Background: an optimization exercise with open tools, aiming at small area, a short achievable clock period and few clock cycles per item. Do not read the settings as production practice. For this run, only the layout was checked, not whether the RTL still works.

==> flow/design.v <==
module xf_unit (
    input  wire [7:0]  op,
    input  wire [31:0] arg0,
    input  wire [31:0] arg1,
    input  wire [31:0] arg2,
    input  wire [31:0] arg3,
    output reg  [31:0] q0,
    output reg  [31:0] q1,
    output reg         bad_arg
);
    localparam OP_XF_I2W  = 8'h10;
    localparam OP_XF_W2I  = 8'h11;
    localparam OP_XF_W2S  = 8'h12;
    localparam OP_XF_EXP  = 8'h13;
    localparam OP_XF_NAR  = 8'h14;
    localparam OP_XF_WCOL = 8'h15;
    wire [15:0] a = arg0[15:0];
    wire [15:0] b = arg1[15:0];
    wire [15:0] w = arg2[15:0];
    wire [15:0] h = arg3[15:0];
    wire [15:0] i2w_x = a + 16'h8000;
    wire [15:0] i2w_y = 16'h8000 - b;
    wire [15:0] w2i_x = a - 16'h8000;
    wire [15:0] w2i_y = 16'h8000 - b;
    wire [31:0] sx = a * w;
    wire [31:0] sy = b * h;
    wire [15:0] exp8  = {arg0[7:0], arg0[7:0]};
    wire [15:0] nar16 = (a > 16'd255) ? {8'd0, a[15:8]} : a;
    wire [15:0] wexp  = (a > 16'd255) ? a : {a[7:0], a[7:0]};
    wire [15:0] wcol  = arg1[0] ? 16'd0 : wexp;
    always @(*) begin
        q0 = 32'd0;
        q1 = 32'd0;
        bad_arg = 1'b0;
        case (op)
            OP_XF_I2W: begin q0 = {16'd0, i2w_x}; q1 = {16'd0, i2w_y}; end
            OP_XF_W2I: begin q0 = {16'd0, w2i_x}; q1 = {16'd0, w2i_y}; end
            OP_XF_W2S: begin
                if (w == 16'd0 || h == 16'd0) begin
                    bad_arg = 1'b1;
                end else begin
                    q0 = {16'd0, sx[31:16]};
                    q1 = {16'd0, sy[31:16]};
                end
            end
            OP_XF_EXP:  q0 = {16'd0, exp8};
            OP_XF_NAR:  q0 = {16'd0, nar16};
            OP_XF_WCOL: q0 = {16'd0, wcol};
            default: ;
        endcase
    end
endmodule
module period_div (
    input  wire        clk,
    input  wire        rst,
    input  wire        start,
    input  wire [31:0] hz,
    output reg         done,
    output reg  [31:0] period
);
    localparam [19:0] DIVIDEND = 20'd1000000;
    reg [31:0] d;         
    reg [19:0] rem;       
    reg [19:0] quo;
    reg [4:0]  bitn;
    reg        busy;
    reg        fin;
    wire [20:0] trial = {rem, DIVIDEND[bitn]};
    wire        ge    = {11'd0, trial} >= d;
    wire [32:0] rem2  = {12'd0, rem, 1'b0};
    wire [20:0] q_rnd = (rem2 > {1'b0, d}) ? {1'b0, quo} + 21'd1 :
                        (rem2 < {1'b0, d}) ? {1'b0, quo} :
                                             {1'b0, quo} + {20'd0, quo[0]};
    always @(posedge clk) begin
        if (rst) begin
            busy   <= 1'b0;
            fin    <= 1'b0;
            done   <= 1'b0;
            period <= 32'd1;
            d      <= 32'd0;
            rem    <= 20'd0;
            quo    <= 20'd0;
            bitn   <= 5'd0;
        end else begin
            done <= 1'b0;
            fin  <= 1'b0;
            if (start) begin
                d    <= hz;
                rem  <= 20'd0;
                quo  <= 20'd0;
                bitn <= 5'd19;
                busy <= 1'b1;
            end else if (busy) begin
                if (ge) begin
                    rem <= trial[19:0] - d[19:0];
                    quo <= {quo[18:0], 1'b1};
                end else begin
                    rem <= trial[19:0];
                    quo <= {quo[18:0], 1'b0};
                end
                if (bitn == 5'd0) begin
                    busy <= 1'b0;
                    fin  <= 1'b1;
                end else begin
                    bitn <= bitn - 5'd1;
                end
            end else if (fin) begin
                done <= 1'b1;
                if (d == 32'd0 || q_rnd == 21'd0)
                    period <= 32'd1;
                else
                    period <= {11'd0, q_rnd};
            end
        end
    end
endmodule
module iwp_cmd_core (
    input  wire        clk,
    input  wire        rst,
    input  wire        cmd_valid,
    output wire        cmd_ready,
    input  wire [7:0]  cmd_op,
    input  wire [31:0] cmd_arg0,
    input  wire [31:0] cmd_arg1,
    input  wire [31:0] cmd_arg2,
    input  wire [31:0] cmd_arg3,
    input  wire [63:0] cmd_now,
    output reg         rsp_valid,
    output reg  [31:0] rsp_q0,
    output reg  [31:0] rsp_q1,
    output reg  [31:0] rsp_q2,
    output reg  [31:0] rsp_q3,
    output reg  [7:0]  rsp_status
);
    localparam OP_NOP          = 8'h00;
    localparam OP_TX_OPEN      = 8'h30;
    localparam OP_TX_SET_RATE  = 8'h31;
    localparam OP_TX_CLOSE     = 8'h33;
    localparam OP_TX_SET_MAXDG = 8'h34;
    localparam OP_SEQ_LOAD     = 8'h40;
    localparam OP_SEQ_PLAY     = 8'h41;
    localparam OP_SEQ_PAUSE    = 8'h42;
    localparam OP_SEQ_STOP     = 8'h43;
    localparam OP_SEQ_UPDATE   = 8'h44;
    localparam OP_SEQ_NEXT     = 8'h45;
    localparam OP_SEQ_PREV     = 8'h46;
    localparam OP_SEQ_SET_FPS  = 8'h47;
    localparam OP_SEQ_SET_SPD  = 8'h48;
    localparam OP_SEQ_SET_LOOP = 8'h49;
    localparam OP_SEQ_SNAPSHOT = 8'h4A;
    localparam OP_RD_REG       = 8'h50;
    localparam ST_OK      = 8'h00;
    localparam ST_BAD_ARG = 8'hE0;
    localparam ST_REFUSED = 8'hFF;
    localparam [1:0] STOPPED = 2'd0;
    localparam [1:0] PAUSED  = 2'd1;
    localparam [1:0] PLAYING = 2'd2;
    reg [1:0]  seq_state;
    reg [15:0] seq_index;
    reg [15:0] seq_n;
    reg        seq_loop;
    reg [19:0] seq_fps;      
    reg [13:0] seq_speed;    
    reg [63:0] seq_last;
    reg [15:0] tx_maxdg;
    reg [31:0] tx_scan_hz;
    reg        tx_session;
    reg [31:0] tx_ndgram;
    reg        busy;
    reg        busy_open;
    assign cmd_ready = !busy;
    wire accept = cmd_valid && cmd_ready;
    wire        div_done;
    wire [31:0] tx_period;
    period_div u_div (
        .clk    (clk),
        .rst    (rst),
        .start  (accept && (cmd_op == OP_TX_OPEN || cmd_op == OP_TX_SET_RATE)),
        .hz     (cmd_arg0),
        .done   (div_done),
        .period (tx_period)
    );
    wire [31:0] xf_q0, xf_q1;
    wire        xf_bad;
    xf_unit u_xf (
        .op      (cmd_op),
        .arg0    (cmd_arg0),
        .arg1    (cmd_arg1),
        .arg2    (cmd_arg2),
        .arg3    (cmd_arg3),
        .q0      (xf_q0),
        .q1      (xf_q1),
        .bad_arg (xf_bad)
    );
    wire [63:0] elapsed = (cmd_now >= seq_last) ? (cmd_now - seq_last) : 64'd0;
    wire [33:0] rate    = seq_fps * seq_speed;
    wire [97:0] prod    = elapsed * rate;
    wire        due     = prod >= 98'd1000000000000;
    wire [16:0] idx_p1    = {1'b0, seq_index} + 17'd1;
    wire        adv_in    = idx_p1 < {1'b0, seq_n};
    wire [15:0] adv_index = adv_in ? idx_p1[15:0] : (seq_loop ? 16'd0 : seq_n - 16'd1);
    wire [1:0]  adv_state = (!adv_in && !seq_loop && seq_state == PLAYING) ? PAUSED : seq_state;
    wire [15:0] prev_index = (seq_index == 16'd0) ? seq_n - 16'd1 : seq_index - 16'd1;
    wire [19:0] fps_clamped = (cmd_arg0 < 32'd100)     ? 20'd100 :
                              (cmd_arg0 > 32'd1000000) ? 20'd1000000 : cmd_arg0[19:0];
    wire [13:0] spd_clamped = (cmd_arg0 < 32'd100)     ? 14'd100 :
                              (cmd_arg0 > 32'd10000)   ? 14'd10000 : cmd_arg0[13:0];
    reg [31:0] rd_val;
    reg        rd_ok;
    always @(*) begin
        rd_ok  = 1'b1;
        rd_val = 32'd0;
        case (cmd_arg0[7:0])
            8'h00: rd_val = {24'd0, rsp_status};
            8'h01: rd_val = rsp_q0;
            8'h02: rd_val = rsp_q1;
            8'h03: rd_val = rsp_q2;
            8'h04: rd_val = rsp_q3;
            8'h08: rd_val = cmd_arg0;
            8'h09: rd_val = cmd_arg1;
            8'h0A: rd_val = cmd_arg2;
            8'h0B: rd_val = cmd_arg3;
            8'h20: rd_val = {30'd0, seq_state};
            8'h21: rd_val = {16'd0, seq_index};
            8'h22: rd_val = {31'd0, seq_loop};
            8'h23: rd_val = {12'd0, seq_fps};
            8'h24: rd_val = {18'd0, seq_speed};
            8'h25: rd_val = seq_last[31:0];
            8'h26: rd_val = seq_last[63:32];
            8'h27: rd_val = {16'd0, seq_n};
            8'h30: rd_val = {16'd0, tx_maxdg};
            8'h31: rd_val = tx_scan_hz;
            8'h32: rd_val = tx_period;
            8'h33: rd_val = {31'd0, tx_session};
            8'h34: rd_val = tx_ndgram;
            8'h10, 8'h11, 8'h12,
            8'h40, 8'h41, 8'h42,
            8'h48, 8'h49, 8'h4A, 8'h4B, 8'h4C, 8'h4D, 8'h4E, 8'h4F, 8'h50,
            8'h60: rd_val = 32'd0;
            default: rd_ok = 1'b0;
        endcase
    end
    always @(posedge clk) begin
        if (rst) begin
            seq_state  <= STOPPED;
            seq_index  <= 16'd0;
            seq_n      <= 16'd0;
            seq_loop   <= 1'b1;
            seq_fps    <= 20'd30000;
            seq_speed  <= 14'd1000;
            seq_last   <= 64'd0;
            tx_maxdg   <= 16'd1023;
            tx_scan_hz <= 32'd0;
            tx_session <= 1'b0;
            tx_ndgram  <= 32'd0;
            busy       <= 1'b0;
            busy_open  <= 1'b0;
            rsp_valid  <= 1'b0;
            rsp_q0     <= 32'd0;
            rsp_q1     <= 32'd0;
            rsp_q2     <= 32'd0;
            rsp_q3     <= 32'd0;
            rsp_status <= ST_OK;
        end else begin
            rsp_valid <= 1'b0;
            if (busy) begin
                if (div_done) begin
                    busy       <= 1'b0;
                    rsp_valid  <= 1'b1;
                    rsp_q0     <= tx_period;
                    rsp_status <= ST_OK;
                    if (busy_open || tx_session) begin
                        tx_ndgram  <= tx_ndgram + 32'd1;
                        tx_session <= 1'b1;
                    end
                end
            end else if (accept) begin
                rsp_valid  <= 1'b1;
                rsp_status <= ST_OK;
                case (cmd_op)
                    OP_NOP: ;
                    8'h10, 8'h11, 8'h12, 8'h13, 8'h14, 8'h15: begin
                        rsp_q0 <= xf_q0;
                        if (cmd_op == 8'h10 || cmd_op == 8'h11 || cmd_op == 8'h12)
                            rsp_q1 <= xf_q1;
                        if (xf_bad)
                            rsp_status <= ST_BAD_ARG;
                    end
                    OP_TX_OPEN, OP_TX_SET_RATE: begin
                        busy       <= 1'b1;
                        busy_open  <= (cmd_op == OP_TX_OPEN);
                        rsp_valid  <= 1'b0;
                        tx_scan_hz <= cmd_arg0;
                    end
                    OP_TX_CLOSE: begin
                        if (tx_session) begin
                            tx_session <= 1'b0;
                            tx_ndgram  <= tx_ndgram + 32'd1;
                            rsp_q0     <= 32'd1;
                        end else begin
                            rsp_q0     <= 32'd0;
                        end
                    end
                    OP_TX_SET_MAXDG: begin
                        if (cmd_arg0 >= 32'd11 && cmd_arg0 <= 32'd65535)
                            tx_maxdg <= cmd_arg0[15:0];
                        else
                            rsp_status <= ST_BAD_ARG;
                    end
                    OP_SEQ_LOAD: begin
                        seq_n     <= cmd_arg0[15:0];
                        seq_index <= 16'd0;
                        seq_state <= STOPPED;
                        rsp_q0    <= {16'd0, cmd_arg0[15:0]};
                    end
                    OP_SEQ_PLAY: begin
                        if (seq_state != PLAYING) begin
                            seq_state <= PLAYING;
                            seq_last  <= cmd_now;
                        end
                        rsp_q0 <= {30'd0, PLAYING};
                    end
                    OP_SEQ_PAUSE: begin
                        if (seq_state == PLAYING) begin
                            seq_state <= PAUSED;
                            rsp_q0    <= {30'd0, PAUSED};
                        end else begin
                            rsp_q0    <= {30'd0, seq_state};
                        end
                    end
                    OP_SEQ_STOP: begin
                        seq_state <= STOPPED;
                        seq_index <= 16'd0;
                        rsp_q0    <= {30'd0, STOPPED};
                    end
                    OP_SEQ_UPDATE: begin
                        if (seq_state == PLAYING && seq_n != 16'd0 && due) begin
                            seq_index <= adv_index;
                            seq_state <= adv_state;
                            seq_last  <= cmd_now;
                            rsp_q0    <= {31'd0, adv_index != seq_index};
                            rsp_q1    <= {16'd0, adv_index};
                        end else begin
                            rsp_q0    <= 32'd0;
                            rsp_q1    <= {16'd0, seq_index};
                        end
                    end
                    OP_SEQ_NEXT: begin
                        if (seq_n != 16'd0) begin
                            seq_index <= adv_index;
                            seq_state <= adv_state;
                            rsp_q0    <= {16'd0, adv_index};
                        end else begin
                            rsp_q0    <= {16'd0, seq_index};
                        end
                    end
                    OP_SEQ_PREV: begin
                        if (seq_n != 16'd0) begin
                            seq_index <= prev_index;
                            rsp_q0    <= {16'd0, prev_index};
                        end else begin
                            rsp_q0    <= {16'd0, seq_index};
                        end
                    end
                    OP_SEQ_SET_FPS: begin
                        seq_fps <= fps_clamped;
                        rsp_q0  <= {12'd0, fps_clamped};
                    end
                    OP_SEQ_SET_SPD: begin
                        seq_speed <= spd_clamped;
                        rsp_q0    <= {18'd0, spd_clamped};
                    end
                    OP_SEQ_SET_LOOP: begin
                        seq_loop <= cmd_arg0[0];
                        rsp_q0   <= {31'd0, cmd_arg0[0]};
                    end
                    OP_SEQ_SNAPSHOT: begin
                        rsp_q0 <= {16'd0, seq_index};
                        rsp_q1 <= {16'd0, seq_n};
                        rsp_q2 <= {30'd0, seq_state};
                    end
                    OP_RD_REG: begin
                        rsp_q0 <= rd_ok ? rd_val : 32'd0;
                        if (!rd_ok)
                            rsp_status <= ST_BAD_ARG;
                    end
                    default: rsp_status <= ST_REFUSED;
                endcase
            end
        end
    end
endmodule
==> flow/run.sh <==
#!/bin/bash
# synth_recipe.tcl (not shown) runs the flow's synth.tcl, then flattens the netlist and writes it again
# the make line also repeats each setting of config.mk as NAME=value (left out here)
make -C /OpenROAD-flow-scripts/flow DESIGN_CONFIG=/design/flow/config.mk WORK_HOME=/design/flow/orfs CLKGATE_MAP_FILE= SYNTH_SCRIPT=/design/flow/synth_recipe.tcl finish
==> flow/config.mk <==
export PLATFORM = sky130hd
export DESIGN_NAME = iwp_cmd_core
export DESIGN_NICKNAME = iwp_cmd_core
export VERILOG_FILES = /design/flow/design.v
export SDC_FILE = /design/flow/constraint.sdc
export NUM_CORES = 4
export LEC_CHECK = 0
export CAP_MARGIN = 20
export CORE_MARGIN = 2
export CORE_UTILIZATION = 40
export SLEW_MARGIN = 20
==> flow/constraint.sdc <==
create_clock -name core_clock -period 24.0 [get_ports {clk}]
set_input_delay 4.8000 -clock core_clock [delete_from_list [all_inputs] [get_ports {clk}]]
set_output_delay 4.8000 -clock core_clock [all_outputs]
set_load 0.01 [all_outputs]
==> impl_results.md <==
- Yosys cell types: 94
- Pre-antenna DRT Iters: 19
- Vias in the first global route: 102431
- Synth Cell Area: 118000 µm²
- Dominant synthesized flop cell: dfxtp_1
- Chip height: 547 µm
- Async set or reset register ratio after synthesis: 0
- Largest net degree at the start of global routing: between 100 and 150
- Worst skew pair latency: 0.63 ns
- Setup TNS: 0 ns
- Hold Crit Class: reg2reg
- EDFF count, synth: 0
- Clock Tree Buf Depth: 3
- Share of layout cells above drive strength 1: 0.0375
- CTS clk-pin slew, worst paths: around 0.060 ns
- DP Wirelength: 340000 µm
- Drt drc: 0
- Syn Inst Count: around 14000
- Status: no timing/DRC/antenna violations
- Instance count on the critical path: between 50 and 60
- Final Util: 0.429
- CTS tree: done
- Ports: around 340
- Hold Path Depth: 2
- Core ar.: ~290000 µm²
- Routed Wire Length: 429000 µm
- RR Startpoint: seq_fps[6]
- TritonCTS buffer count: 42
- Area delta synth->final: 6.74%
- Seq cells post-synth: 370
- Synthesized area per cell: 8.35 µm²
- DRT iter0 DRCs: between 9000 and 10000
- Post-CTS Hold Buffers: 0
- Critical path's largest stage delay: 0.89 ns
- Slowest cell on the critical path: and2_1
- Clk sinks: 370
- Finish-stage setup viols: 0
- Required @ worst endpoint: 24.55 ns
- Worst hold start: tx_scan_hz[31]
- Area leader, netlist: fa_1
- Worst Tran Pin Value: about 1.2 ns
- GRT Total Usage: 0.288
- Adder-Cell Fraction of Synth Area: 0.515
- WHS: 0.454 ns
- Top cells by count, synth: nand2_1 (2801), inv_1 (2717), fa_1 (2581)
- Mux cell area share after synthesis: 0.00915
- Ys Warns: 3
- Fmax: 46.9 MHz
- Routed wire per std cell: about 24 µm
- Synth area leaders: fa_1 (44%), nand2_1 (8.9%), inv_1 (8.6%), ha_1 (7.7%), dfxtp_1 (6.3%)
- Crit path launch type: input pin
- Most frequent CP cell: fa_1
- Buffers & Inverters on Critical Path: 9
- Post-Synth XOR/XNOR Area: 0.0237
- Crit path time final: 21.34 ns
- Post-route antenna net violation count: 0
- Dpl cells: 17685
- Hold EP: tx_scan_hz[31]
- RSZ-0062 raised after global routing: false
- First-pass GRT wire length: 654000 µm
- Flip-flop and latch area: 7410 µm²
- Total global routing overflow: 0
- Row cnt: approximately 200
- Routability Congestion: 1.03
- Compound-Gate Fraction of Synth Area: 0.0899
- Max cap viols: 0
- Chip Width: 547 µm
- R2R Path End: seq_last[3]
- Final slew viol count: 0
- Most instantiated library cell after synthesis: nand2_1
- Setup repair bufs after CTS: 0
- Final Hold Vio Count: 0
- Worst Path Max Fanout: 41
- Share of the synthesized area in the top cell type: 0.438
- Initial antenna violation count: 24
- Worst Skew: around 0.067 ns
- Post-Layout Cell Count: 17773
- Simple-gate share of the synthesized area: 0.178
- Initial Util: 0.402
- Worst R2R Path Depth: 57
- Cell class contributing the biggest share of worst-path delay: compound AO/OA/AOI/OAI gates
- Buffers on Ports: 262
- Die ar.: 299000 µm²
- Worst Path Arrival: 21.89 ns
- Main combinational cell family by area after synthesis: adder cells
- CP Class: in2reg
- Final period utilization: 0.889
- R2R setup slack: between 2 and 3 ns
- Post-synthesis sequential area ratio: 0.0628
- Post-CTS sizing: 0
- H-tree Lvls: 2
- Final #Nets: between 15000 and 20000
- Fill count: between 20000 and 30000
- Via count: around 100000
- Via-per-instance ratio: 5.54
- Multi-input logic area: 97200 µm²
- Crit end category: flip-flop
- Root buf cell: clkbuf_16
- Slew margin rel.: 0.212
==> worst max-delay path by stage <==
stage,startpoint,end,slack [ns]
2_1_floorplan,cmd_now[5],rsp_q1[10],6.46
3_3_place_gp,cmd_now[0],seq_last[12],2.32
3_5_place_dp,cmd_now[0],seq_last[5],2.08
4_1_cts,cmd_now[0],seq_last[3],2.69
5_1_grt,cmd_now[0],seq_last[5],2.03
6_report,cmd_now[0],seq_last[3],2.66
==> worst reg2reg max path: cells and delay by family (launching register included) <==
family / cells / cell delay (ns)
xor gates and xnor gates: 1 / 0.70
and+or+nand+nor: 12 / 4.21
DFF: 1 / 0.94
adders and majority gates: 16 / 7.75
AOI/OAI and AO/OA: 20 / 5.75
buffers and inverters: 8 / 1.68
==> per-stage QoR <==
stage,setup WS (ns),instance area [µm²]
6_report,2.66,126000
3_3_place_gp,2.32,124000
2_1_floorplan,6.46,118000
4_1_cts,2.69,126000
5_1_grt,2.03,126000
3_5_place_dp,2.08,124000
==> layout make-up <==
type,instances,area share
diodes,11,0.000219
clock buffers,55,0.00945
clock inverters,21,0.00223
inverters,2720,0.0811
multi-input cells,10137,0.771
flip-flops and latches,370,0.0588
well taps,3919,0.0389
repair buffers,540,0.0380
==> cells by family (layout without fill, tap and decap cells) <==
logic type      Yosys count  in the layout
xor+xnor                319            319
fa+ha+maj              3306           3306
flops                   370            370
compound gates         1597           1597
buf+inv                3703           3336
mux                      89             89
other cells               1             89
simple gates           4748           4748
==> flip-flops by register name, summed over array words and instances (netlist names), 14 cells and up <==
name and count:
rsp_q0 32, rsp_q1 16, seq_fps 20, seq_index 16, seq_last 64, seq_n 16, seq_speed 14, tx_maxdg 16
tx_ndgram 32, tx_scan_hz 32, u_div.d 32, u_div.period 21, u_div.quo 20, u_div.rem 20
==> layer usage <==
| layer | track usage | vias to the layer above | share of wire | routed length [µm] |
|---|---|---|---|---|
| met5 | 0 | - | 0.00040 | 171 |
| met4 | 0.137 | 24 | 0.058 | 24700 |
| met3 | 0.0514 | 891 | 0.090 | 38700 |
| met2 | 0.451 | 4723 | 0.45 | 191000 |
| met1 | 0.387 | 50374 | 0.41 | 174000 |
| li1 | - | 42520 | - | - |
==> placed cells by master (no fill, tap or decap), types with 143 or more instances in the layout <==
cell type        count
inv_1             2716
xnor2_1            178
nand3_1            143
ha_1               723
dfxtp_1            369
fa_1              2580
nand2_1           2801
and2_1             505
buf_4              275
clkdlybuf4s50_1    259
o21ai_0            282
and3_1             156
nor2_1             544
a21oi_1            484

## what the ideal ports hide
The results above use ideal ports. As a check the final layout listed here was re-extracted and re-timed, cells and wires unchanged. Step 1, drivers: a clkbuf_16 drives clk and a buf_2 each remaining input, both assumed. Step 2 moves the port delays by t, midway between the first and last clock arrival at a register: inputs arrive t later, outputs are due t later. That takes back most of the time a late clock gives input paths. a / b / c = ideal ports / drivers / drivers and shift; a / b = the first two.
t, ns: 0.657
slack for setup (ns): 2.659 / 2.694 / 2.037
worst register clock-pin slew, ns: 0.08 / 0.08
After both steps setup and hold are still met in this run. The setup slack of this run moves by +0.035 ns with the drivers and by -0.622 ns with both steps.
